Source: an optimization exercise on an open RTL-to-GDS flow (aim: small area and few clock cycles). Production flows keep margins and buffers that such runs may drop. Function was not checked in any run shown here: the RTL went through the layout flow alone. No activity file was given, so power comes from the tool's default toggle rates.

## flow/config.mk

```make
export PLATFORM = sky130hd
export DESIGN_NAME = lmac_core
export DESIGN_NICKNAME = lmac_core
export VERILOG_FILES = /design/flow/design.v
export SDC_FILE = /design/flow/constraint.sdc
export NUM_CORES = 4
export LEC_CHECK = 0
export CAP_MARGIN = 20
export CORE_MARGIN = 2
export CORE_UTILIZATION = 40
export SLEW_MARGIN = 20
```

## flow/constraint.sdc

```tcl
create_clock -name core_clock -period 8.0 [get_ports {clk}]
set_input_delay 1.6000 -clock core_clock [delete_from_list [all_inputs] [get_ports {clk}]]
set_output_delay 1.6000 -clock core_clock [all_outputs]
set_load 0.01 [all_outputs]
```

## flow/design.v

```verilog
module lmac_core (
    input  wire       clk,
    input  wire       rst,
    input  wire       rx_valid,
    input  wire [7:0] rx_data,
    output wire       rx_ready,
    input  wire       cmd_valid,
    input  wire [3:0] cmd_op,
    input  wire [7:0] cmd_data,
    input  wire [1:0] cmd_flags,
    output wire       cmd_ready,
    output reg        rsp_valid,
    output reg  [3:0] rsp_status,
    output wire       tx_valid,
    output wire [7:0] tx_data,
    input  wire       tx_ready,
    output reg        pay_valid,
    output wire [7:0] pay_data,
    output reg        err_valid,
    output reg  [3:0] err_code
);
    localparam integer CAP  = 128;
    localparam integer MAXP = CAP - 5;
    localparam integer N    = 128;    
    localparam integer RA   = 4;      
    localparam integer QD   = 4;      
    localparam integer QB   = 2;      
    localparam integer QE   = 2;      
    localparam integer EB   = 1;      
    localparam [3:0] OP_INIT    = 4'h0;
    localparam [3:0] OP_DEINIT  = 4'h1;
    localparam [3:0] OP_WRITE   = 4'h4;
    localparam [3:0] OP_SETDEST = 4'h5;
    function [6:0] inc_m(input [6:0] x);
        inc_m = x + 7'd1;
    endfunction
    function [6:0] sub_m(input [6:0] a, input [6:0] b);
        sub_m = a - b;
    endfunction
    reg       initialized;
    reg       err_en;
    reg [6:0] self7;       
    reg [6:0] dest7;       
    reg [8*N-1:0] ring;    
    reg [6:0]     cs;      
    wire [6:0]    cs1 = inc_m(cs);
    wire [6:0]    rs  = cs + RA;                
    wire [7:0]    ring_tap = ring[8*(N-1-RA) +: 8];
    reg       ring_we;
    reg [7:0] ring_wd;
    always @(posedge clk)
        ring <= {ring[8*(N-1)-1:0], ring_we ? ring_wd : ring[8*(N-1) +: 8]};
    assign pay_data = ring[8*(N-RA) +: 8];
    reg [6:0] wp;          
    reg       cur_act;     
    reg [6:0] cur_start;   
    reg [6:0] rp;          
    reg       rd_active;   
    reg          sq_k [0:QD-1];    
    reg [6:0]    sq_a [0:QD-1];
    reg [6:0]    sq_b [0:QD-1];
    reg [QB-1:0] sq_hd, sq_tl;
    reg [QB:0]   sq_cnt;
    wire         sq_full = (sq_cnt == QD);
    wire         sq_nemp = (sq_cnt != 0);
    wire         h_k = sq_k[sq_hd];
    wire [6:0]   h_a = sq_a[sq_hd];
    wire [6:0]   h_b = sq_b[sq_hd];
    reg [1:0]    eq_c [0:QE-1];    
    reg [2:0]    eq_t [0:QE-1];    
    reg [EB-1:0] eq_hd, eq_tl;
    reg [EB:0]   eq_cnt;
    wire         eq_full = (eq_cnt == QE);
    wire         eq_nemp = (eq_cnt != 0);
    reg [2:0]    pc, pd;           
    wire         err_due = eq_nemp && (eq_t[eq_hd] == pd);
    wire [6:0] rd_sel = rd_active ? rp : h_a;
    wire       empty  = !sq_nemp && !cur_act;
    wire [6:0] base   = sq_nemp ? rd_sel : cur_start;
    wire       nfull  = cs1 != base;
    wire       cont_ok = (cs == wp) && nfull;
    wire       new_ok  = empty || ((sub_m(cs, base) >= sub_m(wp, base)) && nfull);
    wire       wr_ok   = cur_act ? cont_ok : new_ok;
    wire       room4   = empty || (sub_m(base, cs) >= 7'd4);
    reg [7:0] rx_len;
    reg       h0ok;        
    reg [7:0] b1;          
    reg [7:0] d1, d2;      
    reg [6:0] ck_lo, ck_hi;
    wire is_end  = (rx_data == 8'h7F);
    wire rx_ovf  = rx_len[7];
    wire rx_need_wr = initialized && !rx_ovf && !is_end &&
                      (rx_len >= 8'd4) && (rx_len <= 8'd126);
    wire rx_may_push = initialized && (rx_ovf || is_end);
    reg wr_act;            
    assign rx_ready = !wr_act && (!rx_need_wr || wr_ok) &&
                      (!rx_may_push || !(sq_full || eq_full));
    wire rx_fire = rx_valid && rx_ready;
    wire [6:0] f_lo = (ck_lo == 7'h7F) ? 7'h00 : ck_lo;
    wire [6:0] f_hi = (ck_hi == 7'h7F) ? 7'h00 : ck_hi;
    wire       rx_ck_ok = (d1 == {1'b0, f_lo}) && (d2 == {1'b0, f_hi});
    wire [6:0] ck_lo_n = ck_lo + d2[6:0];
    wire [6:0] ck_hi_n = ck_hi + ck_lo_n;
    reg [7:0] wr_rem;      
    reg       wr_bad;
    reg       wr_writes;   
    reg [6:0] acc_lo, acc_hi;
    reg [1:0] ckw;         
    reg [1:0] tf_cnt;
    reg [6:0] tx_end_last;  
    reg [2:0] rq [0:3];
    reg [1:0] rq_hd, rq_tl;
    reg [2:0] rq_cnt;
    wire      rq_full = rq_cnt[2];
    reg [1:0] tx_done;        
    localparam [1:0] T_IDLE = 2'd0, T_H1 = 2'd1, T_PAY = 2'd2, T_END = 2'd3;
    reg [1:0] tph;
    wire need_dest = (tph == T_IDLE) ? (tf_cnt != 2'd0) : tf_cnt[1];   
    wire tx_gap_ok = (tf_cnt == 2'd0) || (sub_m(cs, tx_end_last) >= 7'd3);
    wire wr_last = (wr_rem == 8'd1);
    reg  first_ok;
    always @(*) begin
        first_ok = !rx_valid && !rq_full;
        case (cmd_op)
            OP_WRITE:
                if (tf_cnt == 2'd3 || sq_full || ckw != 2'd0) first_ok = 1'b0;
                else if (cmd_data == 8'd0 && !(new_ok && room4 && tx_gap_ok)) first_ok = 1'b0;
            OP_INIT, OP_DEINIT:
                if (tf_cnt != 2'd0) first_ok = 1'b0;
            OP_SETDEST:
                if (need_dest) first_ok = 1'b0;
            default: ;
        endcase
    end
    wire beat_ok = !wr_writes ||
                   (wr_ok && (cur_act || tx_gap_ok) && (!wr_last || (room4 && !sq_full)));
    assign cmd_ready = wr_act ? beat_ok : first_ok;
    wire cmd_fire = cmd_valid && cmd_ready;
    wire [6:0] wr_lo_n = acc_lo + cmd_data[6:0];
    wire [6:0] wr_hi_n = acc_hi + wr_lo_n;
    wire [6:0] h_lo0 = dest7 + self7;
    wire [6:0] h_hi0 = dest7 + h_lo0;
    wire [6:0] a_lo = (acc_lo == 7'h7F) ? 7'h00 : acc_lo;
    wire [6:0] a_hi = (acc_hi == 7'h7F) ? 7'h00 : acc_hi;
    reg       tx_v;
    reg [7:0] tx_out;
    reg       tx_lastb;    
    assign tx_valid = tx_v;
    assign tx_data  = tx_out;
    wire tx_free = !tx_v || tx_ready;
    wire at_slot   = (rs == rd_sel);
    wire last_slot = (inc_m(rs) == h_b);
    wire wr_beat = cmd_fire && wr_act && wr_writes;
    always @(*) begin
        ring_we = 1'b0;
        ring_wd = d2;
        if (rx_fire && rx_need_wr) ring_we = 1'b1;
        if (wr_beat) begin
            ring_we = 1'b1;
            ring_wd = cmd_data;
        end
        if (ckw != 2'd0) begin
            ring_we = 1'b1;
            ring_wd = {1'b0, (ckw == 2'd1) ? a_hi : a_lo};
        end
    end
    wire [6:0] seg_start_now = cur_act ? cur_start : cs;
    wire [6:0] cs3 = inc_m(inc_m(cs1));
    reg       spush, spop, epush, epop;
    reg       spush_k;
    reg [6:0] spush_a;
    reg [1:0] epush_c;
    reg       rpush, rpop, tpush, tpop, tdone;
    reg [2:0] rpush_v, rq_h;
    always @(posedge clk) begin
        spush = 1'b0; spush_k = 1'b0; spush_a = cur_start;
        epush = 1'b0; epush_c = 2'd0;
        spop = 1'b0; epop = 1'b0;
        rpush = 1'b0; rpush_v = 3'd0; rpop = 1'b0; rq_h = rq[rq_hd];
        tpush = 1'b0; tpop = 1'b0; tdone = 1'b0;
        if (rst) begin
            initialized <= 1'b0;
            err_en      <= 1'b0;
            self7       <= 7'h7F;
            dest7       <= 7'h7F;
            cs          <= 7'd0;
            wp          <= 7'd0;
            cur_act     <= 1'b0;
            rp          <= 7'd0;
            rd_active   <= 1'b0;
            sq_hd       <= 0;
            sq_tl       <= 0;
            sq_cnt      <= 0;
            eq_hd       <= 0;
            eq_tl       <= 0;
            eq_cnt      <= 0;
            pc          <= 3'd0;
            pd          <= 3'd0;
            rx_len      <= 8'd0;
            wr_act      <= 1'b0;
            ckw         <= 2'd0;
            tf_cnt      <= 2'd0;
            rq_hd       <= 2'd0;
            rq_tl       <= 2'd0;
            rq_cnt      <= 3'd0;
            tx_done     <= 2'd0;
            tx_v        <= 1'b0;
            tx_lastb    <= 1'b0;
            tph         <= T_IDLE;
            rsp_valid   <= 1'b0;
            pay_valid   <= 1'b0;
            err_valid   <= 1'b0;
        end else begin
            cs <= cs1;
            rsp_valid <= 1'b0;
            pay_valid <= 1'b0;
            err_valid <= 1'b0;
            if (ring_we) wp <= cs1;
            if (ring_we && ckw == 2'd0 && !cur_act) begin
                cur_act   <= 1'b1;
                cur_start <= cs;
            end
            if (ckw != 2'd0) ckw <= ckw + 2'd1 == 2'd3 ? 2'd0 : ckw + 2'd1;
            if (rx_fire && initialized) begin
                if (rx_ovf) begin
                    rx_len  <= 8'd0;
                    cur_act <= 1'b0;
                    if (err_en) begin epush = 1'b1; epush_c = 2'd3; end
                end else if (!is_end) begin
                    rx_len <= rx_len + 8'd1;
                    d1 <= rx_data;
                    d2 <= d1;
                    if (rx_len < 8'd2) begin
                        ck_lo <= 7'd0;
                        ck_hi <= 7'd0;
                    end else begin
                        ck_lo <= ck_lo_n;
                        ck_hi <= ck_hi_n;
                    end
                    if (rx_len == 8'd0) h0ok <= (rx_data == {1'b1, self7});
                    if (rx_len == 8'd1) b1 <= rx_data;
                end else begin
                    rx_len  <= 8'd0;
                    cur_act <= 1'b0;
                    if (rx_len < 8'd4 || !rx_ck_ok) begin
                        if (err_en) begin epush = 1'b1; epush_c = 2'd2; end
                    end else if (!h0ok) begin
                        if (err_en) begin epush = 1'b1; epush_c = 2'd0; end
                    end else if (b1 != {1'b0, dest7}) begin
                        if (err_en) begin epush = 1'b1; epush_c = 2'd1; end
                    end else if (rx_len != 8'd4) begin
                        spush = 1'b1; spush_k = 1'b0; spush_a = cur_start;
                    end
                end
            end
            if (cmd_fire) begin
                if (!wr_act) begin
                    rpush = 1'b1;
                    case (cmd_op)
                        OP_INIT: begin
                            if (!cmd_flags[0]) rpush_v = 3'd1;
                            else if (cmd_data > 8'h7E) rpush_v = 3'd2;
                            else begin
                                self7       <= cmd_data[6:0];
                                dest7       <= 7'h7F;
                                rx_len      <= 8'd0;
                                cur_act     <= 1'b0;
                                err_en      <= cmd_flags[1];
                                initialized <= 1'b1;
                            end
                        end
                        OP_DEINIT: begin
                            self7       <= 7'h7F;
                            dest7       <= 7'h7F;
                            rx_len      <= 8'd0;
                            cur_act     <= 1'b0;
                            err_en      <= 1'b0;
                            initialized <= 1'b0;
                        end
                        OP_SETDEST: begin
                            if (cmd_data > 8'h7E) rpush_v = 3'd3;
                            else dest7 <= cmd_data[6:0];
                        end
                        OP_WRITE: begin
                            rx_len    <= 8'd0;
                            cur_act   <= 1'b0;
                            wr_rem    <= cmd_data;
                            wr_bad    <= 1'b0;
                            wr_writes <= (cmd_data <= MAXP);
                            acc_lo    <= h_lo0;
                            acc_hi    <= h_hi0;
                            if (cmd_data != 8'd0) begin
                                wr_act <= 1'b1;
                                rpush  = 1'b0;
                            end else if (dest7 == 7'h7F) rpush_v = 3'd3;
                            else begin
                                rpush_v = 3'd7;
                                tpush = 1'b1;
                                ckw <= 2'd1;
                                spush = 1'b1; spush_k = 1'b1; spush_a = cs1;
                            end
                        end
                        default: ;
                    endcase
                end else begin
                    acc_lo <= wr_lo_n;
                    acc_hi <= wr_hi_n;
                    wr_rem <= wr_rem - 8'd1;
                    if (cmd_data >= 8'h7F) wr_bad <= 1'b1;
                    if (wr_last) begin
                        wr_act  <= 1'b0;
                        cur_act <= 1'b0;
                        rpush = 1'b1;
                        if (dest7 == 7'h7F) rpush_v = 3'd3;
                        else if (!wr_writes) rpush_v = 3'd4;
                        else if (wr_bad || cmd_data >= 8'h7F) rpush_v = 3'd5;
                        else begin
                            rpush_v = 3'd7;
                            tpush = 1'b1;
                            ckw <= 2'd1;
                            spush = 1'b1; spush_k = 1'b1; spush_a = seg_start_now;
                        end
                    end
                end
            end
            if (err_due) begin
                err_valid <= 1'b1;
                err_code  <= 4'd6 + {2'b00, eq_c[eq_hd]};
                epop = 1'b1;
            end else if (sq_nemp && !h_k && at_slot) begin
                pay_valid <= 1'b1;
                rp        <= inc_m(rs);
                rd_active <= 1'b1;
                if (last_slot) begin
                    rd_active <= 1'b0;
                    spop = 1'b1;
                    pd <= pd + 3'd1;
                end
            end
            if (tx_v && tx_ready) begin
                tx_v <= 1'b0;
                if (tx_lastb) begin
                    tx_lastb <= 1'b0;
                    tdone = 1'b1;
                end
            end
            if (tx_free) begin
                case (tph)
                    T_IDLE: if (tf_cnt != 2'd0) begin
                        tx_v <= 1'b1; tx_out <= {1'b1, dest7}; tph <= T_H1;
                    end
                    T_H1: begin
                        tx_v <= 1'b1; tx_out <= {1'b0, self7}; tph <= T_PAY;
                    end
                    T_PAY: begin
                        if (sq_nemp && h_k && at_slot) begin
                            tx_v      <= 1'b1;
                            tx_out    <= ring_tap;
                            rp        <= inc_m(rs);
                            rd_active <= 1'b1;
                            if (last_slot) begin
                                rd_active <= 1'b0;
                                spop = 1'b1;
                                tph  <= T_END;
                            end
                        end
                    end
                    default: begin  
                        tx_v <= 1'b1; tx_out <= 8'h7F; tx_lastb <= 1'b1; tph <= T_IDLE;
                        tpop = 1'b1;
                    end
                endcase
            end
            if (rq_cnt != 3'd0 && (rq_h != 3'd7 || tx_done != 2'd0)) begin
                rsp_valid  <= 1'b1;
                rsp_status <= (rq_h == 3'd7) ? 4'd0 : {1'b0, rq_h};
                rpop = 1'b1;
            end
            tx_done <= tx_done + tdone - (rpop && rq_h == 3'd7);
            if (rpush) begin
                rq[rq_tl] <= rpush_v;
                rq_tl <= rq_tl + 2'd1;
            end
            if (rpop) rq_hd <= rq_hd + 2'd1;
            rq_cnt <= rq_cnt + rpush - rpop;
            if (tpush) tx_end_last <= cs3;
            tf_cnt <= tf_cnt + tpush - tpop;
            if (spush) begin
                sq_k[sq_tl] <= spush_k;
                sq_a[sq_tl] <= spush_a;
                sq_b[sq_tl] <= spush_k ? cs3 : wp;
                sq_tl <= sq_tl + 1'b1;
                if (!spush_k) pc <= pc + 3'd1;
            end
            if (spop) sq_hd <= sq_hd + 1'b1;
            sq_cnt <= sq_cnt + spush - spop;
            if (epush) begin
                eq_c[eq_tl] <= epush_c;
                eq_t[eq_tl] <= pc;
                eq_tl <= eq_tl + 1'b1;
            end
            if (epop) eq_hd <= eq_hd + 1'b1;
            eq_cnt <= eq_cnt + epush - epop;
        end
    end
endmodule
```

## flow/run.sh

```bash
#!/bin/bash
# synth_recipe.tcl (not shown) runs the flow's synth.tcl, then flattens the netlist and writes it again
# the make line also repeats each setting of config.mk as NAME=value (left out here)
make -C /OpenROAD-flow-scripts/flow DESIGN_CONFIG=/design/flow/config.mk WORK_HOME=/design/flow/orfs CLKGATE_MAP_FILE= SYNTH_SCRIPT=/design/flow/synth_recipe.tcl finish
```

==> impl_results.rst, run 1 <==
.. list-table::
   :header-rows: 1

   * - Metric
     - Value
   * - Fraction of synthesis flops using an asynchronous set or reset pin
     - 0
   * - Synth-to-Final Area Change
     - 16.3%
   * - Placement Rows
     - approximately 110
   * - HP Class
     - reg -> reg
   * - Top cell type's share of synthesized area
     - 0.623
   * - Clock skew after layout
     - 0.0376 ns
   * - Via count of the first global-routing pass
     - 17,500
   * - Part of the Yosys area used for sequential elements
     - 0.768
   * - Post-synthesis cell type count
     - 98
   * - Critical-path cell with the highest stage delay
     - clkdlybuf4s50_1
   * - Final worst path period need
     - 7.56 ns
   * - Endpoints failing hold
     - 0
   * - Gate count of the mapped netlist
     - 2,434
   * - Height of the die
     - 303 um
   * - Biggest cell delay along the critical path
     - 0.62 ns
   * - Arrival time at the worst endpoint
     - 5.96 ns
   * - Main synth FF type
     - dfxtp_1
   * - Filler cells
     - between 7,000 and 8,000
   * - Area of combinational cells with multiple inputs
     - between 0.007 and 0.008 mm2
   * - CTS tree
     - yes
   * - Area of the core
     - 0.0885 mm2
   * - Critical path capture point type
     - output pin
   * - Average wire length per cell after detail routing
     - 16.4 um
   * - Critical path start-end classification
     - reg -> out
   * - Setup repair after global routing missed its margin
     - no
   * - Crit path launch type
     - flip-flop
   * - Average vias per placed instance
     - 4.55
   * - Total wire length after detailed routing
     - ~63,000 um
   * - Number of failing setup endpoints in the final timing report
     - 0
   * - Area of the mapped netlist
     - 0.0358 mm2
   * - Status
     - no timing/DRC/antenna violations
   * - Sink Count
     - roughly 1,300
   * - Overall fraction of global-route tracks in use
     - 0.140
   * - Post-Syn Nets
     - about 2,600
   * - Maximum number of pins on one net before global-route repair
     - 52
   * - Family with the most delay on the worst path
     - compound AO/OA/AOI/OAI gates
   * - Via total after detailed routing
     - between 15,000 and 20,000
   * - Number of synthesis warnings
     - 1
   * - Leakage power
     - approximately 16 nW
   * - Final Wtd Congestion
     - 0.871
   * - Slew at the pin closest to its max-slew limit
     - about 1.0 ns
   * - Depth of the CTS H-tree
     - 3
   * - Fmax
     - between 100 and 150 MHz
   * - Effective utilization at floorplan
     - 0.404
   * - Layout cell share with drive strength beyond 1
     - 0.101
   * - Sequential cell area
     - 0.0275 mm2
   * - Largest area contributor in the synthesized netlist
     - dfxtp_1
   * - Number of maximum-capacitance violations
     - 0
   * - Final net count
     - 2,712
   * - Yosys reg bits
     - 1,287
   * - Grt ovf
     - 0
   * - Latest clock arrival within the worst-skew pair
     - 0.69 ns
   * - Synth area leaders
     - dfxtp_1 62%, edfxtp_1 15%, ha_1 3.6%
   * - Number of slew-limit violations in the final report
     - 0
   * - DRC violation count after routing
     - 0
   * - Port Buffer Count
     - 55
   * - Count of buffers added by post-CTS timing repair for setup
     - 0
   * - Estimated wirelength of the detail-placed design
     - approximately 41,000 um
   * - Tcrit/Tclk final
     - 0.945
   * - TritonCTS buffer count
     - 118
   * - Detailed Routing Iterations Pass 1
     - 6
   * - Critical path peak fanout
     - 12
   * - Number of enable-type register cells in the synthesized netlist
     - 173
   * - Series of cell instances along the critical path
     - buf_4 -> mux4_2 -> mux2i_4 -> a21o_4 -> inv_1 -> fa_1 -> nor2b_1 -> o21ai_0 -> nand2b_1 -> a21o_1 -> a21oi_1 -> xnor2_1 -> ha_1 -> nand4_1 -> o221a_2 -> a21o_1 -> a31oi_1 -> or2_4 -> o21ai_0 -> a21oi_1 -> clkdlybuf4s50_1
   * - Die area
     - 0.0919 mm2
   * - Die width
     - 303 um
   * - Critical path buffer and inverter count
     - 3
   * - PnR worst setup slack
     - 0.442 ns
   * - Number of antenna violations at the first check in global routing
     - 4
   * - Clock tree root driver cell
     - clkbuf_16
   * - Max transition margin
     - 0.312
   * - Clock-pin transition on the worst setup and hold timing paths
     - about 0.060 ns
   * - Pre-CTS setup slack
     - between 1 and 1.5 ns
   * - Data required time of the critical path
     - 6.40 ns
   * - Setup total negative slack
     - 0 ns
   * - Initial drt markers
     - between 1,000 and 1,500
   * - Longest Clk Path Bufs
     - 3
   * - Global-route wire length before repair
     - about 100,000 um
   * - Avg Synthesized Cell Area
     - between 10 and 15 um2
   * - Final ANT Viol Nets
     - 0
   * - PwrDens
     - 301 mW/mm2
   * - Number of top-level design ports
     - 57
   * - FF-to-FF setup slack
     - 1.79 ns
   * - Maximum VDD drop
     - 0.208 mV
metrics by stage:
step | total power, mW | std cells | cell area [um2] | utilization | hold slack [ns]
after floorplan | 6.96 | 2434 | 35800 | - | 0.310
after global placement | 7.07 | 3615 | 37600 | 0.425 | 0.310
after detailed placement | 7.08 | 3616 | 37600 | 0.425 | 0.312
after CTS | 12.7 | 3838 | 41600 | 0.470 | 0.312
after global routing | 13.0 | 3838 | 41600 | 0.470 | 0.309
final | 12.5 | 3841 | 41600 | 0.470 | 0.317
repair_timing:
action	CTS	global route
resized for setup	0	2
endpoints found under the setup margin	0	1
hold endpoints to repair	0	0
hold buffers	0	0
layer usage:
metal  track usage  wire length (um)  vias to the layer above
li1              -                 -                     8570
met1         0.199             30600                     8388
met2         0.202             26800                      389
met3        0.0349              3900                      108
met4        0.0589              1840                        6
met5             0                36                        -
layout make-up:
type                    instances  area share
well taps                    1165      0.0350
inverters                      80     0.00721
clock inverters                50      0.0132
multi-input cells            1011       0.184
flip-flops and latches       1287       0.661
clock buffers                 172      0.0831
diodes                          3    0.000180
repair buffers                 73      0.0163
flip-flops by register name (all words and copies together), names as in the netlist, 8 cells and up, named ones only:
| signal | cells |
|---|---|
| b1 | 8 |
| tx_out | 8 |
| ring | 1024 |
| d1 | 8 |
| d2 | 8 |
| sq_b | 28 |
| sq_a | 28 |
| rx_len | 8 |
| wr_rem | 8 |
| rq | 12 |
worst register-to-register path: cells and delay by family (launching register included):
family / cells / cell delay [ns]
adder cells (fa/ha/maj): 5 / 1.51
AO/OA/AOI/OAI: 7 / 1.18
AND/OR/NAND/NOR: 8 / 0.99
buffers and inverters: 5 / 0.79
multiplexers: 2 / 0.76
XOR/XNOR: 3 / 0.45
flip-flops: 1 / 0.35
synthesized netlist by cell type, types with 7 or more instances:
master	number
clkbuf_1	23
a21o_1	23
nand3_1	26
o22a_1	14
mux4_2	14
nor2b_1	23
and2_1	12
buf_6	7
o21bai_1	11
o21a_1	11
o21ai_0	34
xnor2_1	84
dfxtp_1	1114
and3_1	7
a31oi_1	10
a21oi_1	85
or3_1	8
mux2i_1	27
nand2_1	89
ha_1	103
fa_1	11
xor2_1	56
nand4_1	14
nor3_1	32
buf_2	7
inv_1	78
a22oi_1	14
nor4_1	13
buf_4	14
nand2b_1	7
nor2_1	132
edfxtp_1	173
nor3b_1	8
where the power goes:
| group | switching, mW | total, mW | internal, mW | leakage, nW |
|---|---|---|---|---|
| Combinational | 0.181 | 0.322 | 0.140 | 3.58 |
| Sequential | 0.0282 | 6.61 | 6.58 | 10.6 |
| Clock | 2.33 | 5.60 | 3.28 | 1.97 |
| Total | 2.54 | 12.5 | 10.0 | 16.1 |
final timing paths:
path	startpoint	end	cells after the start
worst min-delay path	ring[43]$_DFF_P_	ring[51]$_DFF_P_	0
worst max-delay path	flip-flop	rx_ready	21
worst min register to register	ring[43]$_DFF_P_	ring[51]$_DFF_P_	0
worst max register to register	flip-flop	sq_cnt[2]$_SDFF_PP0_	30
layout by cell type, fill, tap and decap left out, types with 11 or more instances in the layout:
master              n
fa_1               11
clkbuf_1           30
o21bai_1           11
a21o_1             23
buf_4              17
o21ai_0            33
nand4_1            14
clkinv_2           20
xor2_1             56
ha_1              103
nor3_1             30
clkdlybuf4s50_1    54
inv_1              78
nand2_1            89
o21a_1             11
o22a_1             14
xnor2_1            84
clkbuf_8           17
a22oi_1            14
nand3_1            26
mux4_2             14
edfxtp_1          173
clkbuf_16         124
nor2b_1            23
and2_1             12
mux2i_1            27
nor4_1             13
dfxtp_1          1114
nor2_1            132
a21oi_1            85
kinds of logic (layout without fill, tap and decap cells):
kind of cell,count (synthesis),after routing,synth area share
DFF,1287,1287,0.768
buffers and inverters,136,375,0.0174
xor gates and xnor gates,142,142,0.0352
adders and majority gates,114,114,0.0422
other,1,4,0.000105
muxes,55,55,0.0221
AOI/OAI and AO/OA,280,280,0.0547
and+or+nand+nor,419,419,0.0600
==> run 2, diff against run 1 <==
--- a/flow/config.mk
+++ b/flow/config.mk
@@ -8,4 +8,5 @@
 export CAP_MARGIN = 20
 export CORE_MARGIN = 2
 export CORE_UTILIZATION = 40
+export CTS_BUF_LIST = sky130_fd_sc_hd__clkbuf_8
 export SLEW_MARGIN = 20
==> run 2 against run 1 <==
Effect of this change: clock skew rose by 0.0024 ns; combinational power is essentially flat; global-route usage is 0.37 points higher; die area is the same; critical endpoint unchanged; register-to-register slack about the same; critical path type unchanged; wire length is 2.1% higher; core utilization up 0.26 points; still clean on timing, DRC and antenna; flip-flop and latch count stayed put.
==> impl_results.rst, run 2 <==
.. list-table::
   :header-rows: 1

   * - Metric
     - Value
   * - Critical path peak fanout
     - 12 (unchanged)
   * - Post-synthesis cell type count
     - 98 (unchanged)
   * - Clock-pin transition on the worst setup and hold timing paths
     - 0.06 ns (about the same)
   * - Combinational family with the most area after synthesis
     - simple AND/OR/NAND/NOR gates
   * - Slew at the pin closest to its max-slew limit
     - 1.04 ns (+0.0150 ns)
   * - Area share of fa/ha/maj cells after synthesis
     - 0.0422 (unchanged)
   * - Mux contribution to synthesized area
     - 0.0221 (unchanged)
   * - Arrival time at the worst endpoint
     - 5.97 ns (about the same)
   * - Count of buffers added by post-CTS timing repair for setup
     - 0 (unchanged)
   * - Number of top-level design ports
     - 57 (unchanged)
   * - Fraction of synthesis flops using an asynchronous set or reset pin
     - 0 (unchanged)
   * - Longest Clk Path Bufs
     - 3 (unchanged)
   * - Critical path buffer and inverter count
     - 3 (unchanged)
   * - Compound-gate portion of the synthesized area
     - 0.0547 (unchanged)
   * - Top register by number of flip-flops
     - ring
   * - Number of enable-type register cells in the synthesized netlist
     - 173 (unchanged)
   * - Reg2reg path depth
     - 30 (unchanged)
   * - Largest area contributor in the synthesized netlist
     - dfxtp_1
   * - Leakage power
     - 16.5 nW (+2.5%)
   * - Top cell type's share of synthesized area
     - 0.623 (unchanged)
   * - Max transition margin
     - 0.302 (-0.0100)
   * - HP Class
     - reg -> reg
   * - Number of antenna violations at the first check in global routing
     - 5 (+1)
   * - Top library cells by usage in the layout, fill and taps aside
     - 1,114 x dfxtp_1, 241 x clkbuf_8, 173 x edfxtp_1, 132 x nor2_1, 126 x inv_1
   * - Overall fraction of global-route tracks in use
     - 0.143 (+0.00371)
   * - Area of the core
     - 0.0885 mm2 (unchanged)
   * - Most instantiated cells after synthesis
     - 1,114 x dfxtp_1, 173 x edfxtp_1, 132 x nor2_1, 103 x ha_1, 89 x nand2_1
   * - Final net count
     - 2,781 (+2.5%)
   * - Series of cell instances along the critical path
     - buf_4 -> mux4_2 -> mux2i_4 -> a21o_4 -> inv_1 -> fa_1 -> nor2b_1 -> o21ai_0 -> nand2b_1 -> a21o_1 -> a21oi_1 -> xnor2_1 -> ha_1 -> nand4_1 -> o221a_2 -> a21o_1 -> a31oi_1 -> or2_4 -> o21ai_0 -> a21oi_2 -> clkdlybuf4s50_1
   * - Total placed cells including tap cells
     - 3,616 (unchanged)
   * - Cells resized by post-CTS repair
     - 0 (unchanged)
   * - Count of cells along the worst hold path
     - 0 (unchanged)
   * - CTS tree
     - yes
   * - Filler cells
     - 7,571 (+0.97%)
   * - Final instance count without filler cells
     - 3,968 (+3.3%)
   * - Detailed Routing Iterations Pass 1
     - 6 (unchanged)
   * - Post-Syn Nets
     - 2,575 (unchanged)
   * - Critical path capture point type
     - output pin
   * - Maximum number of pins on one net before global-route repair
     - 52 (unchanged)
   * - Critical-path cell with the highest stage delay
     - clkdlybuf4s50_1
   * - Clock tree root driver cell
     - clkbuf_8
   * - Placement Rows
     - 109 (unchanged)
   * - Status
     - no timing/DRC/antenna violations
   * - Die width
     - 303 um (unchanged)
   * - Depth of the critical timing path with buffers and inverters included
     - 21 (unchanged)
   * - Share of synthesized cell area in and, or, nand and nor gates
     - 0.0600 (unchanged)
   * - Sink Count
     - 1,287 (unchanged)
   * - Estimated wirelength of the detail-placed design
     - 41,300 um (unchanged)
   * - Endpoints failing hold
     - 0 (unchanged)
   * - Area of the mapped netlist
     - 0.0358 mm2 (unchanged)
   * - Via total after detailed routing
     - 17,900 (+2.4%)
   * - Die area
     - 0.0919 mm2 (unchanged)
   * - Effective utilization at floorplan
     - 0.404 (unchanged)
   * - Latest clock arrival within the worst-skew pair
     - 0.83 ns (+0.14 ns)
   * - Largest regs
     - ring (1024), sq_a (28), sq_b (28)
   * - PwrDens
     - 299 mW/mm2 (-0.71%)
   * - Gate count of the mapped netlist
     - 2,434 (unchanged)
   * - DRC violation count after routing
     - 0 (unchanged)
   * - Final worst path period need
     - 7.57 ns (+0.00806 ns)
   * - Part of the Yosys area used for sequential elements
     - 0.768 (unchanged)
   * - Biggest cell delay along the critical path
     - 0.59 ns (-0.03 ns)
   * - Setup repair after global routing missed its margin
     - no
   * - Average wire length per cell after detail routing
     - 16.2 um (-1.2%)
   * - Via count of the first global-routing pass
     - 18,200 (+4.1%)
   * - Fmax
     - 132 MHz (-0.11%)
   * - Final ANT Viol Nets
     - 0 (unchanged)
   * - Flip-flop count of the largest register after layout
     - 1,024 (unchanged)
   * - Synth-to-Final Area Change
     - 16.9%
   * - Final Wtd Congestion
     - 0.871 (unchanged)
   * - Port Buffer Count
     - 55 (unchanged)
   * - Main synth FF type
     - dfxtp_1
   * - Hold buffer count at CTS
     - 0 (unchanged)
   * - Global-route wire length before repair
     - 102,000 um (+2.1%)
   * - Number of failing setup endpoints in the final timing report
     - 0 (unchanged)
   * - Most used standard cell by instance count after synthesis
     - dfxtp_1
   * - Layout cell share with drive strength beyond 1
     - 0.136 (+0.0350)
   * - Grt ovf
     - 0 (unchanged)
   * - Overall power after layout
     - 12.5 mW (-0.16%)
   * - Xor and xnor fraction of the mapped netlist area
     - 0.0352 (unchanged)
   * - Maximum VDD drop
     - 0.211 mV (+1.2%)
   * - Critical path start-end classification
     - reg -> out
   * - Setup total negative slack
     - 0 ns (unchanged)
   * - Min-delay src
     - ring[433]$_DFF_P_
   * - Avg Synthesized Cell Area
     - 14.7 um2 (unchanged)
   * - Number of maximum-capacitance violations
     - 0 (unchanged)
   * - Final hold slack
     - 0.293 ns (-0.0240 ns)
   * - Average vias per placed instance
     - 4.51 (-0.90%)
   * - Height of the die
     - 303 um (unchanged)
   * - Crit path launch type
     - flip-flop
   * - Synth area leaders
     - dfxtp_1 62%, edfxtp_1 15%, ha_1 3.6%
   * - Number of synthesis warnings
     - 1 (unchanged)
   * - Most common cell after layout, fill and taps aside
     - dfxtp_1
   * - Tcrit/Tclk final
     - 0.946 (+0.00101)
   * - Yosys reg bits
     - 1,287 (unchanged)
   * - Depth of the CTS H-tree
     - 4 (+1)
   * - Initial drt markers
     - 1,038 (-4.1%)
   * - Data required time of the critical path
     - 6.40 ns (about the same)
   * - Total wire length after detailed routing
     - 64,400 um (+2.1%)
   * - Family with the most delay on the worst path
     - compound AO/OA/AOI/OAI gates
   * - FF-to-FF setup slack
     - 1.79 ns (about the same)
   * - Clock skew after layout
     - 0.0400 ns (+0.00242 ns)
   * - TritonCTS buffer count
     - 187 (+58%)
   * - Number of slew-limit violations in the final report
     - 0 (unchanged)
==> run 2: final cells by class <==
| class | count | area [um2] | area share |
|---|---|---|---|
| Antenna cell | 2 | 5.00 | 0.000120 |
| Clock buffer | 241 | 3320 | 0.0793 |
| Clock inverter | 109 | 915 | 0.0219 |
| Inverter | 80 | 300 | 0.00718 |
| Multi-Input combinational cell | 1011 | 7680 | 0.184 |
| Sequential cell | 1287 | 27500 | 0.657 |
| Tap cell | 1165 | 1460 | 0.0348 |
| Timing Repair Buffer | 73 | 678 | 0.0162 |
==> run 2: metrics by stage <==
step                      worst slack [ns]  utilization  area, um2
after floorplan                       1.18            -      35800
after global placement                1.05        0.425      37600
after detailed placement              1.04        0.425      37600
after CTS                           0.0636        0.473      41800
after global routing                0.0725        0.473      41800
final                                0.434        0.473      41900
==> run 2: cells by family (layout without fill, tap and decap cells) <==
kind of cell / after synthesis / after routing
compound gates: 280 / 280
xor+xnor: 142 / 142
fa+ha+maj: 114 / 114
buf+inv: 136 / 503
flops: 1287 / 1287
mux: 55 / 55
other cells: 1 / 3
simple gates: 419 / 419
==> run 2: final timing paths <==
path | end
max | rx_ready
min | ring[441]$_DFF_P_
max reg2reg | sq_cnt[2]$_SDFF_PP0_
min reg2reg | ring[441]$_DFF_P_
==> run 2: routing by layer <==
layer,track usage,share of wire
met2,0.205,0.42
met4,0.0687,0.032
met1,0.199,0.48
met5,0,0.00057
met3,0.0436,0.061
==> run 2: power breakdown <==
group / internal (mW) / switching, mW
registers: 6.58 / 0.0280
logic: 0.141 / 0.181
clock network: 3.14 / 2.44
==> run 3, diff against run 2 <==
--- a/flow/config.mk
+++ b/flow/config.mk
@@ -7,6 +7,6 @@
 export LEC_CHECK = 0
 export CAP_MARGIN = 20
 export CORE_MARGIN = 2
-export CORE_UTILIZATION = 40
-export CTS_BUF_LIST = sky130_fd_sc_hd__clkbuf_8
+export CORE_UTILIZATION = 60
+export PLACE_DENSITY = 0.75
 export SLEW_MARGIN = 20
==> run 3 against run 2 <==
Effect of this change: largest cell class unchanged; wire length is 5.0% higher; fmax is 0.63% lower; worst setup slack worse by 0.048 ns; final area is 2.0% lower; combinational power is 1% higher; final cell count is 13% lower.
==> impl_results.rst, run 3 <==
.. list-table::
   :header-rows: 1

   * - Metric
     - Value
   * - Status
     - no timing/DRC/antenna violations
   * - Final worst path period need
     - 7.61 ns (+0.0483 ns)
   * - Top cell type's share of synthesized area
     - 0.623 (unchanged)
   * - Most common cell after layout, fill and taps aside
     - dfxtp_1
   * - Total non-filler cell area in the finished layout
     - 0.0410 mm2 (-2.0%)
   * - PwrDens
     - 304 mW/mm2 (+1.7%)
   * - Effective utilization at floorplan
     - 0.606 (+0.202)
   * - FF-to-FF setup slack
     - 1.74 ns (-0.05 ns)
   * - Maximum number of pins on one net before global-route repair
     - 49 (-5.8%)
   * - Number of slew-limit violations in the final report
     - 0 (unchanged)
   * - Fmax
     - 131 MHz (-0.63%)
   * - Share of synthesized cell area in and, or, nand and nor gates
     - 0.0600 (unchanged)
   * - Post-Syn Nets
     - 2,575 (unchanged)
   * - Estimated wirelength of the detail-placed design
     - 39,900 um (-3.3%)
   * - Initial drt markers
     - 1,341 (+29%)
   * - Combinational family with the most area after synthesis
     - simple AND/OR/NAND/NOR gates
   * - Hold buffer count at CTS
     - 0 (unchanged)
   * - Top library cells by usage in the layout, fill and taps aside
     - 1,114 x dfxtp_1, 173 x edfxtp_1, 132 x nor2_1, 114 x clkbuf_16, 103 x ha_1
   * - Gate count of the mapped netlist
     - 2,434 (unchanged)
   * - Largest area contributor in the synthesized netlist
     - dfxtp_1
   * - Critical path start-end classification
     - reg -> out
   * - Max transition margin
     - 0.331 (+0.0283)
   * - Die width
     - 248 um (-18%)
   * - Post-synthesis cell type count
     - 98 (unchanged)
   * - Mux contribution to synthesized area
     - 0.0221 (unchanged)
   * - Biggest cell delay along the critical path
     - 0.64 ns (+0.05 ns)
   * - Yosys reg bits
     - 1,287 (unchanged)
   * - Number of enable-type register cells in the synthesized netlist
     - 173 (unchanged)
   * - Largest regs
     - ring (1024), sq_a (28), sq_b (28)
   * - Global-route wire length before repair
     - 105,000 um (+3.5%)
   * - Total wire length after detailed routing
     - 67,600 um (+5.0%)
   * - CTS tree
     - yes
   * - Height of the die
     - 248 um (-18%)
   * - Final ANT Viol Nets
     - 0 (unchanged)
   * - Crit path launch type
     - flip-flop
   * - Average wire length per cell after detail routing
     - 19.7 um (+21%)
   * - Grt ovf
     - 0 (unchanged)
   * - Tcrit/Tclk final
     - 0.952 (+0.00604)
   * - Number of failing setup endpoints in the final timing report
     - 0 (unchanged)
   * - Fraction of synthesis flops using an asynchronous set or reset pin
     - 0 (unchanged)
   * - Xor and xnor fraction of the mapped netlist area
     - 0.0352 (unchanged)
   * - Slew at the pin closest to its max-slew limit
     - 0.997 ns (-0.0422 ns)
   * - Number of top-level design ports
     - 57 (unchanged)
   * - Most used standard cell by instance count after synthesis
     - dfxtp_1
   * - Clock tree root driver cell
     - clkbuf_16
   * - Layout cell share with drive strength beyond 1
     - 0.102 (-0.0340)
   * - Detailed Routing Iterations Pass 1
     - 7 (+1)
   * - Terminating pin of the worst hold path
     - ring[39]$_DFF_P_
   * - Sink Count
     - 1,287 (unchanged)
   * - Most repeated library cell on the critical path
     - o21ai_0
   * - Clock-pin transition on the worst setup and hold timing paths
     - 0.07 ns (about the same)
   * - Main synth FF type
     - dfxtp_1
   * - Most instantiated cells after synthesis
     - 1,114 x dfxtp_1, 173 x edfxtp_1, 132 x nor2_1, 103 x ha_1, 89 x nand2_1
   * - Maximum VDD drop
     - 0.254 mV (+20%)
   * - Filler cells
     - 3,736 (-51%)
   * - Clock skew after layout
     - 0.0759 ns (+0.0359 ns)
   * - Number of maximum-capacitance violations
     - 0 (unchanged)
   * - Setup repair after global routing missed its margin
     - no
   * - Area of the mapped netlist
     - 0.0358 mm2 (unchanged)
   * - Flip-flop count of the largest register after layout
     - 1,024 (unchanged)
   * - Area share of fa/ha/maj cells after synthesis
     - 0.0422 (unchanged)
   * - HP Class
     - reg -> reg
   * - Leakage power
     - 16.0 nW (-2.9%)
   * - Reg-to-reg startpoint
     - sq_cnt[1]$_SDFF_PP0_
   * - Avg Synthesized Cell Area
     - 14.7 um2 (unchanged)
   * - Arrival time at the worst endpoint
     - 6.01 ns (+0.04 ns)
   * - Endpoints failing hold
     - 0 (unchanged)
   * - Placement Rows
     - 89 (-18%)
   * - Latest clock arrival within the worst-skew pair
     - 0.69 ns (-0.14 ns)
   * - Number of synthesis warnings
     - 1 (unchanged)
   * - Final net count
     - 2,700 (-2.9%)
   * - Critical path peak fanout
     - 9 (-3)
   * - Cells resized by post-CTS repair
     - 0 (unchanged)
   * - Reg2reg path depth
     - 29 (-3.3%)
   * - Compound-gate portion of the synthesized area
     - 0.0547 (unchanged)
   * - Final Wtd Congestion
     - 0.894 (+2.6%)
   * - Critical path capture point type
     - output pin
   * - PnR worst setup slack
     - 0.386 ns (-0.0483 ns)
   * - Series of cell instances along the critical path
     - or3_1 -> o21ai_0 -> inv_1 -> ha_1 -> fa_1 -> nor2b_1 -> o21ai_0 -> nand2b_1 -> a21o_1 -> a21oi_1 -> xnor2_1 -> ha_1 -> nand4_1 -> o221a_2 -> a21o_1 -> a31oi_1 -> or2_1 -> o21ai_0 -> a21oi_1 -> clkdlybuf4s50_1
   * - Synth-to-Final Area Change
     - 14.6%
   * - Port Buffer Count
     - 55 (unchanged)
   * - Number of antenna violations at the first check in global routing
     - 9 (+4)
   * - Depth of the CTS H-tree
     - 3 (-1)
   * - Reg-to-Reg End
     - sq_cnt[2]$_SDFF_PP0_
   * - Overall fraction of global-route tracks in use
     - 0.225 (+0.0815)
   * - Longest Clk Path Bufs
     - 3 (unchanged)
   * - Top register by number of flip-flops
     - ring
   * - Count of cells along the worst hold path
     - 0 (unchanged)
   * - Setup total negative slack
     - 0 ns (unchanged)
   * - Via total after detailed routing
     - 17,900 (+0.39%)
   * - Average vias per placed instance
     - 5.22 (+16%)
   * - Area of the core
     - 0.0590 mm2 (-33%)
   * - Count of buffers added by post-CTS timing repair for setup
     - 0 (unchanged)
   * - TritonCTS buffer count
     - 109 (-42%)
   * - Critical-path cell with the highest stage delay
     - or3_1
   * - Part of the Yosys area used for sequential elements
     - 0.768 (unchanged)
   * - Min-delay src
     - ring[31]$_DFF_P_
   * - Placed instance area
     - 0.0371 mm2 (-1.3%)
   * - Pre-CTS setup slack
     - 1.08 ns (+0.0400 ns)
   * - Data required time of the critical path
     - 6.40 ns (about the same)
   * - Via count of the first global-routing pass
     - 18,600 (+2.6%)
   * - Die area
     - 0.0616 mm2 (-33%)
   * - DRC violation count after routing
     - 0 (unchanged)
   * - Synth area leaders
     - dfxtp_1 62%, edfxtp_1 15%, ha_1 3.6%
[run 3: worst max-delay path by stage]
stage / start / end / slack (ns) / depth (start not counted)
after floorplan: flip-flop / b1[0]$_DFFE_PP_ / 1.18 / 22
after global placement: sq_cnt[1]$_SDFF_PP0_ / rx_ready / 1.16 / 20
after detailed placement: flip-flop / rx_ready / 1.08 / 22
after CTS: sq_cnt[1]$_SDFF_PP0_ / rx_ready / 0.31 / 20
after global routing: flip-flop / rx_ready / 0.07 / 22
final: sq_cnt[1]$_SDFF_PP0_ / rx_ready / 0.39 / 20
[run 3: cells by family after synthesis]
kind of cell | Yosys count
AOI/OAI and AO/OA | 280
xor gates and xnor gates | 142
adders and majority gates | 114
buffers and inverters | 136
DFF | 1287
muxes | 55
other | 1
and+or+nand+nor | 419
[run 3: stage by stage]
stage          utilization  hold slack (ns)  cells  total power, mW
2_1_floorplan            -            0.310   2434             6.96
3_3_place_gp         0.628            0.310   3221             7.06
3_5_place_dp         0.629            0.312   3221             7.07
4_1_cts              0.694            0.252   3429             12.6
5_1_grt              0.694            0.251   3431             12.8
6_report             0.695            0.255   3436             12.5
[run 3: critical path: cells and delay by family (launching register included)]
| kind | cells | cell delay [ns] |
|---|---|---|
| and+or+nand+nor | 5 | 1.33 |
| adders and majority gates | 3 | 0.96 |
| xor gates and xnor gates | 1 | 0.13 |
| buffers and inverters | 2 | 0.72 |
| DFF | 1 | 0.36 |
| AOI/OAI and AO/OA | 9 | 1.81 |
[run 3: layout make-up]
class,instances,area [um2],share of cell area
Clock buffer,152,3230,0.0787
Clock inverter,56,651,0.0159
Tap cell,773,967,0.0236
Multi-Input combinational cell,1011,7680,0.187
Timing Repair Buffer,70,658,0.0161
Inverter,80,300,0.00732
Antenna cell,7,17.5,0.000427
Sequential cell,1287,27500,0.671
[run 3: power by group]
| part | internal (mW) | leakage [nW] | switching (mW) |
|---|---|---|---|
| registers | 6.58 | 10.6 | 0.0348 |
| logic | 0.143 | 3.56 | 0.184 |
| clock network | 3.12 | 1.92 | 2.41 |
| total | 9.84 | 16.0 | 2.62 |
[run 3: per-layer routing]
| metal | share of wire | GRT usage | vias to the layer above | routed length [um] |
|---|---|---|---|---|
| li1 | - | - | 8549 | - |
| met1 | 0.45 | 0.302 | 8723 | 30200 |
| met2 | 0.46 | 0.359 | 523 | 31300 |
| met3 | 0.063 | 0.0586 | 145 | 4280 |
| met4 | 0.025 | 0.0704 | 6 | 1700 |
| met5 | 0.0020 | 0.0135 | - | 137 |
==> run 4, diff against run 3 <==
--- a/flow/config.mk
+++ b/flow/config.mk
@@ -7,6 +7,8 @@
 export LEC_CHECK = 0
 export CAP_MARGIN = 20
 export CORE_MARGIN = 2
-export CORE_UTILIZATION = 60
-export PLACE_DENSITY = 0.75
+export CORE_UTILIZATION = 40
+export CTS_BUF_LIST = sky130_fd_sc_hd__clkbuf_16
+export CTS_CLUSTER_DIAMETER = 120
+export CTS_CLUSTER_SIZE = 25
 export SLEW_MARGIN = 20
==> run 4 against run 3 <==
Effect of this change: count of clock-buffer cells in the layout fell by 94; flip-flop and latch count did not move; final area fell by 4.2%.
==> impl_results.rst, run 4 <==
.. list-table::
   :header-rows: 1

   * - Metric
     - Value
   * - Compound-gate portion of the synthesized area
     - 0.0547 (unchanged)
   * - Critical path start-end classification
     - reg -> out
   * - Flip-flop count of the largest register after layout
     - 1,024 (unchanged)
   * - Core utilization of the finished layout
     - 0.444 (-0.251)
   * - Crit path launch type
     - flip-flop
   * - Post-synthesis cell type count
     - 98 (unchanged)
   * - Final Wtd Congestion
     - 0.871 (-2.6%)
   * - Final worst path period need
     - 7.49 ns (-0.123 ns)
   * - CTS tree
     - yes
   * - Combinational family with the most area after synthesis
     - simple AND/OR/NAND/NOR gates
   * - Yosys reg bits
     - 1,287 (unchanged)
   * - Mux contribution to synthesized area
     - 0.0221 (unchanged)
   * - Number of failing setup endpoints in the final timing report
     - 0 (unchanged)
   * - Endpoints failing hold
     - 0 (unchanged)
   * - Synth area leaders
     - dfxtp_1 62%, edfxtp_1 15%, ha_1 3.6%
   * - Critical path capture point type
     - output pin
   * - Overall fraction of global-route tracks in use
     - 0.135 (-0.0905)
   * - Top library cells by usage in the layout, fill and taps aside
     - 1,114 x dfxtp_1, 173 x edfxtp_1, 132 x nor2_1, 103 x ha_1, 99 x inv_1
   * - Final ANT Viol Nets
     - 0 (unchanged)
   * - Number of maximum-capacitance violations
     - 0 (unchanged)
   * - Global-route wire length before repair
     - 96,800 um (-8.1%)
   * - Latest clock arrival within the worst-skew pair
     - 0.65 ns (-0.04 ns)
   * - Initial drt markers
     - 1,070 (-20%)
   * - Leakage power
     - 15.0 nW (-6.4%)
   * - Synth-to-Final Area Change
     - 9.70%
   * - Largest regs
     - ring (1024), sq_a (28), sq_b (28)
   * - Estimated wirelength of the detail-placed design
     - 41,300 um (+3.5%)
   * - Total wire length after detailed routing
     - 61,500 um (-9.0%)
   * - Fmax
     - 134 MHz (+1.6%)
   * - Grt ovf
     - 0 (unchanged)
   * - PwrDens
     - 258 mW/mm2 (-15%)
   * - Part of the Yosys area used for sequential elements
     - 0.768 (unchanged)
   * - Final net count
     - 2,652 (-1.8%)
   * - Max transition margin
     - 0.328 (-0.00205)
   * - Total placed cells including tap cells
     - 3,616 (+12%)
   * - Slew at the pin closest to its max-slew limit
     - 1.01 ns (+0.00984 ns)
   * - Average wire length per cell after detail routing
     - 16.6 um (-16%)
   * - Effective utilization at floorplan
     - 0.404 (-0.202)
   * - Status
     - no timing/DRC/antenna violations
   * - Data required time of the critical path
     - 6.40 ns (about the same)
   * - Avg Synthesized Cell Area
     - 14.7 um2 (unchanged)
   * - Post-Syn Nets
     - 2,575 (unchanged)
   * - Height of the die
     - 303 um (+22%)
   * - Area of the core
     - 0.0885 mm2 (+50%)
   * - Maximum VDD drop
     - 0.176 mV (-31%)
   * - Die area
     - 0.0919 mm2 (+49%)
   * - TritonCTS buffer count
     - 58 (-47%)
   * - DRC violation count after routing
     - 0 (unchanged)
   * - Gate count of the mapped netlist
     - 2,434 (unchanged)
   * - Port Buffer Count
     - 55 (unchanged)
   * - Clock skew after layout
     - 0.0273 ns (-0.0486 ns)
   * - PnR worst setup slack
     - 0.509 ns (+0.123 ns)
   * - Final instance count without filler cells
     - 3,706 (+7.9%)
   * - Setup total negative slack
     - 0 ns (unchanged)
   * - Clock-pin transition on the worst setup and hold timing paths
     - 0.10 ns (+0.03 ns)
   * - Most used standard cell by instance count after synthesis
     - dfxtp_1
   * - Most instantiated cells after synthesis
     - 1,114 x dfxtp_1, 173 x edfxtp_1, 132 x nor2_1, 103 x ha_1, 89 x nand2_1
   * - Arrival time at the worst endpoint
     - 5.89 ns (-0.12 ns)
   * - Clock tree root driver cell
     - clkbuf_16
   * - Placement Rows
     - 109 (+22%)
   * - Top register by number of flip-flops
     - ring
   * - Pre-CTS setup slack
     - 1.04 ns (-0.0400 ns)
   * - Number of synthesis warnings
     - 1 (unchanged)
   * - Main synth FF type
     - dfxtp_1
   * - Tcrit/Tclk final
     - 0.936 (-0.0154)
   * - Xor and xnor fraction of the mapped netlist area
     - 0.0352 (unchanged)
   * - Sink Count
     - 1,287 (unchanged)
   * - Average vias per placed instance
     - 4.58 (-12%)
   * - Critical path peak fanout
     - 12 (+3)
   * - Number of enable-type register cells in the synthesized netlist
     - 173 (unchanged)
   * - Number of antenna violations at the first check in global routing
     - 4 (-5)
   * - Longest Clk Path Bufs
     - 3 (unchanged)
   * - Largest area contributor in the synthesized netlist
     - dfxtp_1
   * - HP Class
     - reg -> reg
   * - Critical-path cell with the highest stage delay
     - clkdlybuf4s50_1
   * - Depth of the CTS H-tree
     - 2 (-1)
   * - Die width
     - 303 um (+22%)
   * - Biggest cell delay along the critical path
     - 0.62 ns (-0.02 ns)
   * - Maximum number of pins on one net before global-route repair
     - 52 (+6.1%)
   * - Via total after detailed routing
     - 17,000 (-5.5%)
   * - Number of top-level design ports
     - 57 (unchanged)
   * - Number of slew-limit violations in the final report
     - 0 (unchanged)
   * - Setup repair after global routing missed its margin
     - no
   * - Detailed Routing Iterations Pass 1
     - 5 (-2)
   * - Fraction of synthesis flops using an asynchronous set or reset pin
     - 0 (unchanged)
   * - Series of cell instances along the critical path
     - buf_4 -> mux4_2 -> mux2i_4 -> a21o_4 -> inv_1 -> fa_1 -> nor2b_1 -> o21ai_0 -> nand2b_1 -> a21o_1 -> a21oi_1 -> xnor2_1 -> ha_1 -> nand4_1 -> o221a_2 -> a21o_1 -> a31oi_1 -> or2_4 -> o21ai_0 -> a21oi_1 -> clkdlybuf4s50_1
   * - Share of synthesized cell area in and, or, nand and nor gates
     - 0.0600 (unchanged)
   * - Area of the mapped netlist
     - 0.0358 mm2 (unchanged)
   * - Area share of fa/ha/maj cells after synthesis
     - 0.0422 (unchanged)
   * - Via count of the first global-routing pass
     - 16,800 (-9.9%)
   * - Most common cell after layout, fill and taps aside
     - dfxtp_1
   * - Layout cell share with drive strength beyond 1
     - 0.0583 (-0.0441)
   * - Top cell type's share of synthesized area
     - 0.623 (unchanged)
run 4: cell count changes in the layout (fill, tap and decap cells not counted), sizes merged:
cell	delta
diode	-4
clkbuf	-94
buf	+3
bufinv	-8
clkinv	-29
inv	+14
clkinvlp	-4
run 4: logic make-up (layout without fill, tap and decap cells):
kind of cell             after synthesis  after routing
AO/OA/AOI/OAI                        280            280
XOR/XNOR                             142            142
adder cells (fa/ha/maj)              114            114
buffers and inverters                136            240
flip-flops                          1287           1287
multiplexers                          55             55
other                                  1              4
AND/OR/NAND/NOR                      419            419
run 4: final cells by class:
cell class | count | area [um2]
fillers | 7713 | 49300
multi-input cells | 1011 | 7680
well taps | 1165 | 1460
diodes | 3 | 7.51
flip-flops and latches | 1287 | 27500
repair buffers | 73 | 678
inverters | 80 | 300
clock inverters | 29 | 188
clock buffers | 58 | 1450
run 4: critical path: cells and delay by family, from the launching register on:
family	cells	cell delay, ns
xor+xnor	1	0.13
compound gates	9	1.68
mux	2	0.75
simple gates	4	0.58
flops	1	0.36
buf+inv	3	0.98
fa+ha+maj	2	0.74
run 4: layer usage:
layer / routed length, um / vias to the layer above / part of all wire / GRT usage
li1: - / 8377 / - / -
met1: 30400 / 8198 / 0.49 / 0.196
met5: 36 / - / 0.00059 / 0
met3: 3330 / 77 / 0.054 / 0.0295
met2: 26400 / 303 / 0.43 / 0.203
met4: 1310 / 6 / 0.021 / 0.0354
run 4: what timing repair did:
| action | CTS | global route |
|---|---|---|
| setup endpoints to repair | 0 | 1 |
| gates resized for setup | 0 | 2 |
| hold buffers | 0 | 0 |
| endpoints found under the hold margin | 0 | 0 |
| setup buffers | 0 | 0 |
run 4: power breakdown:
group          total (mW)  switching (mW)  internal (mW)
Sequential           6.60          0.0281           6.57
Combinational       0.322           0.181          0.141
Clock                3.21            1.87           1.34
run 4: metrics by stage:
step	instance area (um2)	hold slack [ns]	power, mW
after floorplan	35800	0.310	6.96
after global placement	37600	0.310	7.07
after detailed placement	37600	0.312	7.08
after CTS	39200	0.308	10.3
after global routing	39300	0.316	10.5
final	39300	0.315	10.1
run 4: final timing paths:
kind | to | cells after the start | slack, ns | start
min | ring[988]$_DFF_P_ | 0 | 0.32 | ring[980]$_DFF_P_
max | rx_ready | 21 | 0.51 | flip-flop
max reg2reg | sq_cnt[2]$_SDFF_PP0_ | 30 | 1.78 | flip-flop
min reg2reg | ring[988]$_DFF_P_ | 0 | 0.32 | ring[980]$_DFF_P_

## afterwards: timing with drivers on the ports
The flow's constraints put no driver on any port. The routed layouts listed below were extracted and timed again, unchanged, in two steps. Step 1 (the two cells are an assumption about what drives the block):
set clk [get_ports {clk}]
set_driving_cell -lib_cell sky130_fd_sc_hd__clkbuf_16 $clk
set_driving_cell -lib_cell sky130_fd_sc_hd__buf_2 [delete_from_list [all_inputs] $clk]
Step 2 times the ports against the registers' clock, not the clock port: input delays grow and output delays shrink by t, the midpoint of the rising clock arrivals with the driver on. a / b / c = ideal ports / drivers / drivers and shift; a / b = the first two.
run | shift t [ns] | slack for setup (ns) | cell pins on the clock port's net
run 1 | 0.731 | 0.442 / 0.383 / 1.114 | 1
run 2 | 0.863 | 0.434 / 0.378 / 1.241 | 1
run 3 | 0.709 | 0.386 / 0.326 / 1.035 | 1
run 4 | 0.694 | 0.509 / 0.449 / 1.143 | 1
After both steps every run listed still meets setup and hold.
